What follows belongs to an exercise in optimizing a design on an open flow for small area and a short achievable clock period; a production flow would make more cautious choices. RTL that was checked went through simulation tests only; none was proved equivalent to the original.

==> build 30: inputs <==
==> flow/design.v (excerpt) <==
module ca_core (
    input  wire        clk,
    input  wire        rst,          
    input  wire        run,          
    input  wire        host_we,
    input  wire [6:0]  host_addr,    
    input  wire [7:0]  host_wdata,
    input  wire [6:0]  dbg_addr,     
    output wire [7:0]  dbg_rdata,
    output wire [9:0]  imem_addr,
    input  wire [15:0] imem_data,
    output wire [15:0] pc,
    output wire [7:0]  sreg,
    output wire        halted,
    output wire        diag_valid,
    output wire [9:0]  diag_pc,
    output wire [15:0] diag_word
);
clock: 10.0 ns
lec_check: 0
cap_margin: 20
core_margin: 2
core_utilization: 45
cts_cluster_diameter: 100
cts_cluster_size: 30
gpl_routability_driven: 1
setup_slack_margin: 4.6
slew_margin: 20
synth_hierarchical: 1
standard.sh (not shown) runs the stock make flow with config.mk's settings and CLKGATE_MAP_FILE= SYNTH_SCRIPT=/design/flow/synth_recipe.tcl, a recipe that flattens the netlist after the stock synthesis.
==> flow/flow/run.sh <==
#!/bin/bash
# The standard layout (standard.sh: the standard flow's synthesis and ORFS flow), except
# that the port buffers are placed as buf_1; the flow's repair steps still
# size them as timing and slew need. All of make's output goes to
# standard.log here; ORFS keeps each step's own log under orfs/logs/.
set -euo pipefail
export BUFFER_PORTS_ARGS="-buffer_cell sky130_fd_sc_hd__buf_1"
bash standard.sh > standard.log 2>&1
==> build 97: changes against build 30 <==
--- a/flow/design.v
+++ b/flow/design.v
@@ -47,15 +47,15 @@
     wire [15:0] b_hi;
     wire [15:0] d_hi;
     wire [3:0]  d_mid, d_top;
     ca_predec3n u_pa0 (.a(d_r1[2:0]),          .n(a_lo));
     ca_predec3n u_pa1 (.a(d_r1[5:3]),          .n(a_hi));
     ca_predec3n u_pb0 (.a(d_r2[2:0]),          .n(b_lo));
     ca_predec4n u_pb1 (.a({d_ldr, d_r2[5:3]}), .n(b_hi));
-    ca_predec3n u_pd0 (.a(dbg_addr[2:0]),      .n(d_lo));
+    ca_predec3n_fast u_pd0 (.a(dbg_addr[2:0]), .n(d_lo));
     ca_predec2 u_pd1 (.a(dbg_addr[4:3]), .h(d_mid));
     ca_predec2 u_pd2 (.a(dbg_addr[6:5]), .h(d_top));
     wire [63:0]  a_hot;
     wire [127:0] b_hot, d_hot;
     genvar ge, gb;
     generate
         for (ge = 0; ge < 128; ge = ge + 1) begin : g_hot
@@ -249,14 +249,33 @@
 endmodule
 module ca_inv8 (input wire [7:0] a, output wire [7:0] y);
     assign y = ~a;
 endmodule
 module ca_predec3n (input wire [2:0] a, output wire [7:0] n);
     assign n = ~(8'd1 << a);
 endmodule
+module ca_predec3n_fast (input wire [2:0] a, output wire [7:0] n);
+    wire [2:0] a_n;
+    genvar k;
+    generate
+        for (k = 0; k < 3; k = k + 1) begin : g_inv
+            ca_inv u (.a(a[k]), .y(a_n[k]));
+        end
+        for (k = 0; k < 8; k = k + 1) begin : g_line
+            ca_nand3 u (.a(k[0] ? a[0] : a_n[0]), .b(k[1] ? a[1] : a_n[1]),
+                        .c(k[2] ? a[2] : a_n[2]), .y(n[k]));
+        end
+    endgenerate
+endmodule
+module ca_inv (input wire a, output wire y);
+    assign y = ~a;
+endmodule
+module ca_nand3 (input wire a, input wire b, input wire c, output wire y);
+    assign y = ~(a & b & c);
+endmodule
 module ca_mux8 (input wire s, input wire [7:0] a1, input wire [7:0] a0,
                 output wire [7:0] y);
     assign y = s ? a1 : a0;
 endmodule
 module ca_predec2 (input wire [1:0] a, output wire [3:0] h);
     assign h = 4'd1 << a;
 endmodule
Settings changed: CORE_UTILIZATION 45 to 55.
==> impl_metrics.py <==
metrics = {
    "die": {
        "start_util_pct": 55.3,
    },
    "clocking": {
        "cts_buffers": 45,
    },
    "finish": {
        "n_all_buffers": 216,
        "drive_gt1_share_pct": 9.32,
    },
    "status": {
        "status": "complete, no violations",
    },
    "timing": {
        "hold_ws_ns": 0.458,
        "postLayoutSetupSlackWorst_ns": 3.79,
    },
}
-- figures above: build 97

==> impl_metrics.py <==
metrics = {
    "die": {
        "core_um2": 116000,
    },
    "timing": {
        "hold_ws_ns": 0.462,
        "postLayoutSetupSlackWorst_ns": 3.90,
    },
    "status": {
        "status": "complete, no violations",
    },
    "detailed_routing": {
        "wl_met1_um": 100000,
    },
    "finish": {
        "drive_gt1_share_pct": 11.1,
        "top_regs": "dm: 512 flops, rf: 512 flops",
        "fin_area_um2": 59600,
    },
    "clocking": {
        "postCtsResizedCells": 457,
    },
}
-- figures above: build 30



==> inputs of 03-24 <==
ca_core, a different RTL version from the one above (not shown whole).
make LEC_CHECK=0 CAP_MARGIN=20 CORE_MARGIN=2 CORE_UTILIZATION=50 CTS_CLUSTER_DIAMETER=100 CTS_CLUSTER_SIZE=30 MIN_ROUTING_LAYER=met2 SETUP_SLACK_MARGIN=4.3 SLEW_MARGIN=20 SYNTH_HIERARCHICAL=1 finish   # period 10.0 ns
run.sh (not shown) runs the stock make flow with config.mk's settings and CLKGATE_MAP_FILE= SYNTH_SCRIPT=/design/flow/synth_recipe.tcl, a recipe that flattens the netlist after the stock synthesis.
Stock flow here: none of the scripts above is used.
==> 09-22: changes against 03-24 <==
--- a/flow/design.v
+++ b/flow/design.v
@@ -40,43 +40,49 @@
     wire fetch_end = fetch_pc[10] || (imem_data == 16'h0000);
     wire fetch_ok  = ~eop_q & ~fetch_end;
     assign imem_addr = fetch_pc[9:0];
     wire [5:0] d_r1  = d_word_q[11:6];
     wire [5:0] d_r2  = d_word_q[5:0];
     wire       d_ldr = (d_word_q[15:12] == OP_LDR);
     wire [7:0]  a_lo, a_hi, b_lo, d_lo;
-    wire [15:0] b_hi, d_hi;
+    wire [15:0] b_hi;
+    wire [15:0] d_hi;
+    wire [3:0]  d_mid, d_top;
     ca_predec3n u_pa0 (.a(d_r1[2:0]),          .n(a_lo));
     ca_predec3n u_pa1 (.a(d_r1[5:3]),          .n(a_hi));
     ca_predec3n u_pb0 (.a(d_r2[2:0]),          .n(b_lo));
     ca_predec4n u_pb1 (.a({d_ldr, d_r2[5:3]}), .n(b_hi));
     ca_predec3n u_pd0 (.a(dbg_addr[2:0]),      .n(d_lo));
-    ca_predec4n u_pd1 (.a(dbg_addr[6:3]),      .n(d_hi));
+    ca_predec2 u_pd1 (.a(dbg_addr[4:3]), .h(d_mid));
+    ca_predec2 u_pd2 (.a(dbg_addr[6:5]), .h(d_top));
     wire [63:0]  a_hot;
     wire [127:0] b_hot, d_hot;
     genvar ge, gb;
     generate
         for (ge = 0; ge < 128; ge = ge + 1) begin : g_hot
             ca_nor2 u_b (.a(b_lo[ge % 8]), .b(b_hi[ge / 8]), .y(b_hot[ge]));
             ca_nor2 u_d (.a(d_lo[ge % 8]), .b(d_hi[ge / 8]), .y(d_hot[ge]));
+            if (ge < 16) begin : g_dhi
+                ca_nand2 u_h (.a(d_mid[ge % 4]), .b(d_top[ge / 4]), .y(d_hi[ge]));
+            end
             if (ge < 64) begin : g_a
                 ca_nor2 u_a (.a(a_lo[ge % 8]), .b(a_hi[ge / 8]), .y(a_hot[ge]));
             end
         end
     endgenerate
     wire [7:0] rd_a, rd_b, rd_dbg;
     generate
         for (gb = 0; gb < 8; gb = gb + 1) begin : g_bit
             wire [127:0] col;
             for (ge = 0; ge < 64; ge = ge + 1) begin : g_col
                 assign col[ge]      = rf[8*ge + gb];
                 assign col[64 + ge] = dm[8*ge + gb];
             end
-            ca_selbit #(.N(64))  u_a (.d(col[63:0]), .h(a_hot), .y(rd_a[gb]));
-            ca_selbit #(.N(128)) u_b (.d(col),       .h(b_hot), .y(rd_b[gb]));
+            ca_selbit64 u_a (.d(col[63:0]), .h(a_hot), .y(rd_a[gb]));
+            ca_selbit_fast u_b (.d(col), .h(b_hot), .y(rd_b[gb]));
             ca_selbit_fast u_d (.d(col), .h(d_hot), .y(rd_dbg[gb]));
         end
     endgenerate
     wire [3:0]  op  = e_word_q[15:12];
     wire [5:0]  r1  = e_word_q[11:6];
     wire [5:0]  r2  = e_word_q[5:0];
     wire [7:0]  a   = a_q;
@@ -88,46 +94,48 @@
     wire        as_v   = (a[7] == b_as[7]) && (sum[7] != a[7]);
     wire [7:0]  prod;
     ca_mul8 u_mul (.a(a), .b(b), .p(prod));
     wire [7:0]  shl  = (r2[5:3] != 3'd0) ? 8'h00 : (a << r2[2:0]);
     wire signed [7:0] a_s   = a;
     wire signed [7:0] sar_s = a_s >>> r2[2:0];
     wire [7:0]  shr  = (r2[5:3] != 3'd0) ? {8{a[7]}} : sar_s;
-    reg  [7:0] result;
+    reg  [7:0] res_other;        
+    wire [7:0] result;
     reg        wr_reg;
     reg        wr_flags;
     reg        c_flag;
     reg        v_flag;
     always @(*) begin
-        result   = 8'h00;
-        wr_reg   = 1'b0;
-        wr_flags = 1'b0;
-        c_flag   = 1'b0;
-        v_flag   = 1'b0;
+        res_other = 8'h00;
+        wr_reg    = 1'b0;
+        wr_flags  = 1'b0;
+        c_flag    = 1'b0;
+        v_flag    = 1'b0;
         case (op)
             OP_ADD: begin
-                result = sum[7:0]; wr_reg = 1'b1; wr_flags = 1'b1;
+                res_other = sum[7:0]; wr_reg = 1'b1; wr_flags = 1'b1;
                 c_flag = sum[8];
                 v_flag = as_v;
             end
             OP_SUB: begin
-                result = sum[7:0]; wr_reg = 1'b1; wr_flags = 1'b1;
+                res_other = sum[7:0]; wr_reg = 1'b1; wr_flags = 1'b1;
                 c_flag = ~sum[8];            
                 v_flag = as_v;
             end
-            OP_MUL:  begin result = prod;      wr_reg = 1'b1; wr_flags = 1'b1; end
-            OP_MOVI: begin result = imm;       wr_reg = 1'b1; end
-            OP_ANDI: begin result = a & imm;   wr_reg = 1'b1; wr_flags = 1'b1; end
-            OP_EOR:  begin result = a ^ b;     wr_reg = 1'b1; wr_flags = 1'b1; end
-            OP_SAL:  begin result = shl;       wr_reg = 1'b1; wr_flags = 1'b1; end
-            OP_SAR:  begin result = shr;       wr_reg = 1'b1; wr_flags = 1'b1; end
-            OP_LDR:  begin result = b;         wr_reg = 1'b1; end
+            OP_MUL:  begin                        wr_reg = 1'b1; wr_flags = 1'b1; end
+            OP_MOVI: begin res_other = imm;     wr_reg = 1'b1; end
+            OP_ANDI: begin res_other = a & imm; wr_reg = 1'b1; wr_flags = 1'b1; end
+            OP_EOR:  begin res_other = a ^ b;   wr_reg = 1'b1; wr_flags = 1'b1; end
+            OP_SAL:  begin res_other = shl;     wr_reg = 1'b1; wr_flags = 1'b1; end
+            OP_SAR:  begin res_other = shr;     wr_reg = 1'b1; wr_flags = 1'b1; end
+            OP_LDR:  begin res_other = b;       wr_reg = 1'b1; end
             default: ;
         endcase
     end
+    ca_mux8 u_res (.s(op == OP_MUL), .a1(prod), .a0(res_other), .y(result));
     wire z_flag = (result == 8'h00);
     wire n_flag = result[7];
     wire s_flag = n_flag ^ v_flag;
     wire [4:0] new_flags = {c_flag, v_flag, n_flag, s_flag, z_flag};
     wire [10:0] e_next     = pc_q - {10'd0, d_active_q};
     wire        beqz_taken = (op == OP_BEQZ) && (a == 8'h00);
     wire        br_taken   = (op == OP_BR);
@@ -142,18 +150,18 @@
     assign diag_pc    = e_next[9:0] - 10'd1;
     assign diag_word  = e_word_q;
     assign dbg_rdata = rd_dbg;
     assign pc        = {5'b0, pc_q};
     assign sreg      = {3'b000, flags_q};
     wire       rf_we  = step ? (e_valid & wr_reg)   : (host_we & ~host_addr[6]);
     wire [5:0] rf_wa  = step ? r1 : host_addr[5:0];
-    wire [7:0] rf_wd  = rst ? 8'h00 : (step ? result : host_wdata);
+    wire [7:0] rf_wd  = step ? result : host_wdata;
     wire       dm_we  = step ? (e_valid & do_store) : (host_we & host_addr[6]);
     wire [5:0] dm_wa  = step ? r2 : host_addr[5:0];
-    wire [7:0] dm_wd  = rst ? 8'h00 : (step ? a : host_wdata);
+    wire [7:0] dm_wd  = step ? a : host_wdata;
     wire [63:0]  rf_en, rf_en_n, dm_en, dm_en_n;
     wire [511:0] rf_nx, dm_nx;
     ca_wdec u_rfw (.rst(rst), .we(rf_we), .wa(rf_wa), .en(rf_en), .en_n(rf_en_n));
     ca_wdec u_dmw (.rst(rst), .we(dm_we), .wa(dm_wa), .en(dm_en), .en_n(dm_en_n));
     generate
         for (ge = 0; ge < 64; ge = ge + 1) begin : g_wr
             ca_wcell8 u_rf (.en(rf_en[ge]), .en_n(rf_en_n[ge]), .d(rf_wd),
@@ -214,94 +222,100 @@
 endmodule
 module ca_wcell (input wire en, input wire en_n, input wire d, input wire q,
                  output wire y);
     assign y = (en & d) | (en_n & q);
 endmodule
 module ca_wdec (input wire rst, input wire we, input wire [5:0] wa,
                 output wire [63:0] en, output wire [63:0] en_n);
-    wire [7:0] lo, hi, lo_n, hi_n;
-    ca_wpre u_pre (.rst(rst), .we(we), .wa(wa), .lo(lo), .hi(hi));
-    ca_inv8 u_ilo (.a(lo), .y(lo_n));
-    ca_inv8 u_ihi (.a(hi), .y(hi_n));
+    wire [7:0] lo_p, hi_p, lo_rn, hi_n;
+    ca_wpre u_pre (.rst(rst), .we(we), .wa(wa), .lo_p(lo_p), .hi_p(hi_p),
+                   .lo_rn(lo_rn), .hi_n(hi_n));
     genvar k;
     generate
         for (k = 0; k < 64; k = k + 1) begin : g_en
-            ca_nor2  u_p (.a(lo_n[k % 8]), .b(hi_n[k / 8]), .y(en[k]));
-            ca_nand2 u_n (.a(lo[k % 8]),   .b(hi[k / 8]),   .y(en_n[k]));
+            ca_nor2  u_p (.a(lo_rn[k % 8]), .b(hi_n[k / 8]), .y(en[k]));
+            ca_nand2 u_n (.a(lo_p[k % 8]),  .b(hi_p[k / 8]), .y(en_n[k]));
         end
     endgenerate
 endmodule
 module ca_wpre (input wire rst, input wire we, input wire [5:0] wa,
-                output wire [7:0] lo, output wire [7:0] hi);
-    assign lo = {8{rst}} | ({8{we}} & (8'd1 << wa[2:0]));
-    assign hi = {8{rst}} | (8'd1 << wa[5:3]);
+                output wire [7:0] lo_p, output wire [7:0] hi_p,
+                output wire [7:0] lo_rn, output wire [7:0] hi_n);
+    wire [7:0] lo = {8{we}} & (8'd1 << wa[2:0]);
+    wire [7:0] hi = 8'd1 << wa[5:3];
+    assign lo_p  = lo | {8{rst}};
+    assign hi_p  = hi | {8{rst}};
+    assign lo_rn = ~(lo & {8{~rst}});
+    assign hi_n  = ~hi;
 endmodule
 module ca_inv8 (input wire [7:0] a, output wire [7:0] y);
     assign y = ~a;
 endmodule
 module ca_predec3n (input wire [2:0] a, output wire [7:0] n);
     assign n = ~(8'd1 << a);
 endmodule
+module ca_mux8 (input wire s, input wire [7:0] a1, input wire [7:0] a0,
+                output wire [7:0] y);
+    assign y = s ? a1 : a0;
+endmodule
+module ca_predec2 (input wire [1:0] a, output wire [3:0] h);
+    assign h = 4'd1 << a;
+endmodule
 module ca_predec4n (input wire [3:0] a, output wire [15:0] n);
     assign n = ~(16'd1 << a);
 endmodule
 module ca_nor2 (input wire a, input wire b, output wire y);
     assign y = ~(a | b);
 endmodule
 module ca_nand2 (input wire a, input wire b, output wire y);
     assign y = ~(a & b);
 endmodule
-module ca_aoi222 (input wire a1, input wire b1, input wire a2, input wire b2,
-                  input wire a3, input wire b3, output wire y);
-    assign y = ~((a1 & b1) | (a2 & b2) | (a3 & b3));
-endmodule
-module ca_aoi22 (input wire a1, input wire b1, input wire a2, input wire b2,
-                 output wire y);
-    assign y = ~((a1 & b1) | (a2 & b2));
-endmodule
 module ca_selbit_fast (input wire [127:0] d, input wire [127:0] h, output wire y);
     wire [15:0] t2;
     genvar g;
     generate
         for (g = 0; g < 16; g = g + 1) begin : g_l2
             ca_sel8 u (.d(d[8*g +: 8]), .h(h[8*g +: 8]), .y(t2[g]));
         end
     endgenerate
     ca_or16 u_or (.a(t2), .y(y));
 endmodule
-module ca_sel8 (input wire [7:0] d, input wire [7:0] h, output wire y);
-    assign y = |(d & h);
+module ca_selbit64 (input wire [63:0] d, input wire [63:0] h, output wire y);
+    wire [7:0] t2;
+    genvar g;
+    generate
+        for (g = 0; g < 8; g = g + 1) begin : g_l2
+            ca_sel8 u (.d(d[8*g +: 8]), .h(h[8*g +: 8]), .y(t2[g]));
+        end
+    endgenerate
+    ca_or8 u_or (.a(t2), .y(y));
 endmodule
-module ca_or16 (input wire [15:0] a, output wire y);
+module ca_or8 (input wire [7:0] a, output wire y);
     assign y = |a;
 endmodule
-module ca_nand_tree #(parameter N = 22) (input wire [N-1:0] a, output wire y);
-    assign y = ~&a;
+module ca_sel8 (input wire [7:0] d, input wire [7:0] h, output wire y);
+    assign y = |(d & h);
 endmodule
-module ca_selbit #(parameter N = 64) (input wire [N-1:0] d, input wire [N-1:0] h,
-                                      output wire y);
-    localparam G3 = N / 3;               
-    localparam R  = N - 3 * G3;          
-    localparam G  = G3 + (R != 0);
-    wire [G-1:0] t;
-    genvar g;
+module ca_or16 (input wire [15:0] a, output wire y);
+    wire [7:0] l1;
+    wire [3:0] l2;
+    wire [1:0] l3;
+    genvar k;
     generate
-        for (g = 0; g < G3; g = g + 1) begin : g_aoi
-            ca_aoi222 u (.a1(d[3*g]),   .b1(h[3*g]),
-                         .a2(d[3*g+1]), .b2(h[3*g+1]),
-                         .a3(d[3*g+2]), .b3(h[3*g+2]), .y(t[g]));
+        for (k = 0; k < 8; k = k + 1) begin : g_l1
+            ca_nor2 u (.a(a[2*k]), .b(a[2*k+1]), .y(l1[k]));
         end
-        if (R == 1) begin : g_r1
-            ca_nand2 u (.a(d[N-1]), .b(h[N-1]), .y(t[G-1]));
+        for (k = 0; k < 4; k = k + 1) begin : g_l2
+            ca_nand2 u (.a(l1[2*k]), .b(l1[2*k+1]), .y(l2[k]));
         end
-        if (R == 2) begin : g_r2
-            ca_aoi22 u (.a1(d[N-2]), .b1(h[N-2]), .a2(d[N-1]), .b2(h[N-1]), .y(t[G-1]));
+        for (k = 0; k < 2; k = k + 1) begin : g_l3
+            ca_nor2 u (.a(l2[2*k]), .b(l2[2*k+1]), .y(l3[k]));
         end
     endgenerate
-    ca_nand_tree #(.N(G)) u_or (.a(t), .y(y));
+    ca_nand2 u_l4 (.a(l3[0]), .b(l3[1]), .y(y));
 endmodule
 module ca_mul8 (input wire [7:0] a, input wire [7:0] b, output wire [7:0] p);
     wire pp0_0 = a[0] & b[0];
     wire pp0_1 = a[1] & b[0];
     wire pp0_2 = a[2] & b[0];
     wire pp0_3 = a[3] & b[0];
     wire pp0_4 = a[4] & b[0];
==> flow/config.mk (replaced) <==
export PLATFORM = sky130hd
export DESIGN_NAME = ca_core
export DESIGN_NICKNAME = ca_core
export VERILOG_FILES = /design/flow/design.v
export SDC_FILE = /design/flow/constraint.sdc
export NUM_CORES = 4
export LEC_CHECK = 0
export CAP_MARGIN = 20
export CORE_MARGIN = 2
export CORE_UTILIZATION = 45
export CTS_CLUSTER_DIAMETER = 100
export CTS_CLUSTER_SIZE = 30
export GPL_ROUTABILITY_DRIVEN = 1
export SETUP_SLACK_MARGIN = 4.6
export SLEW_MARGIN = 20
export SYNTH_HIERARCHICAL = 1
==> comparison <==
09-22 finished with timing, DRC and antenna clean. 03-24 did not get past global routing (GRT-0116). In 03-24 the synthesized area is smaller than in 09-22, by 2.7%. Of 09-22 and 03-24, 09-22 has the higher synthesized cell count (gap 9.7%, measured against 03-24).
==> figures <==
quantity	09-22	03-24
Status	complete, no violations	did not finish
Failing step	-	global routing
Number of buffers created by CTS	50	46
Cell Area, Placed	55800 um^2	54300 um^2
Area share of and/or/nand/nor cells after synthesis	0.147	0.128
Post-DP HPWL	189000 um	197000 um
Total instance count after detailed placement	7138	6510
Synthesized instance count	5499	5012
Routability Congestion	1.05	1.78
Vert. Die Dim	346 um	324 um
Adder-cell area share of the yosys netlist	0.0123	0.0122
Share of the synthesized area in the top cell type	0.404	0.416
Setup Buffers After CTS	47	33
Effective utilization at floorplan	0.453	0.503
Die boundary width	346 um	324 um
Compound-gate portion of the synthesized area	0.374	0.378
Most repeated cell in the gate-level netlist after synthesis	sky130_fd_sc_hd__a22oi_1	sky130_fd_sc_hd__dfxtp_1
Number of unique standard cell types used by synthesis	76	82
Number of rows created at floorplan	125	117
No functional check of the RTL was part of 03-24.

## re-timing with driven ports
No port has a modelled driver above. Below, the same layouts with a new extraction and two added sets of constraints.
Step 1 (the two cells are an assumption about what drives the block):
set clk [get_ports {clk}]
set_driving_cell -lib_cell sky130_fd_sc_hd__clkbuf_16 $clk
set_driving_cell -lib_cell sky130_fd_sc_hd__buf_2 [delete_from_list [all_inputs] $clk]
Step 2 adds t to the input delays and takes it off the output delays; t is the mean of the earliest and latest rising clock arrival at the registers after step 1. Input paths then give back, and output paths get back, about the clock's delay inside the block.
Slacks: no drivers / after step 1 / after step 2; pairs: no drivers / after step 1.
| run | shift t [ns] | slack for setup (ns) | worst register clock-pin slew, ns | worst slew at a driven data input, ns | cell pins on the clock port's net |
|---|---|---|---|---|---|
| build 30 | 0.781 | 3.900 / 3.826 / 3.776 | 0.12 / 0.12 | 0.10 | 1 |
| build 97 | 0.776 | 3.795 / 3.710 / 3.710 | 0.12 / 0.12 | 0.09 | 1 |
| 09-22 | 0.784 | 3.898 / 3.874 / 3.789 | 0.12 / 0.12 | 0.07 | 1 |
After both steps every run listed still meets setup and hold. The setup slack of build 30, which loses most, moves by -0.074 ns with the drivers and by -0.124 ns with both steps.
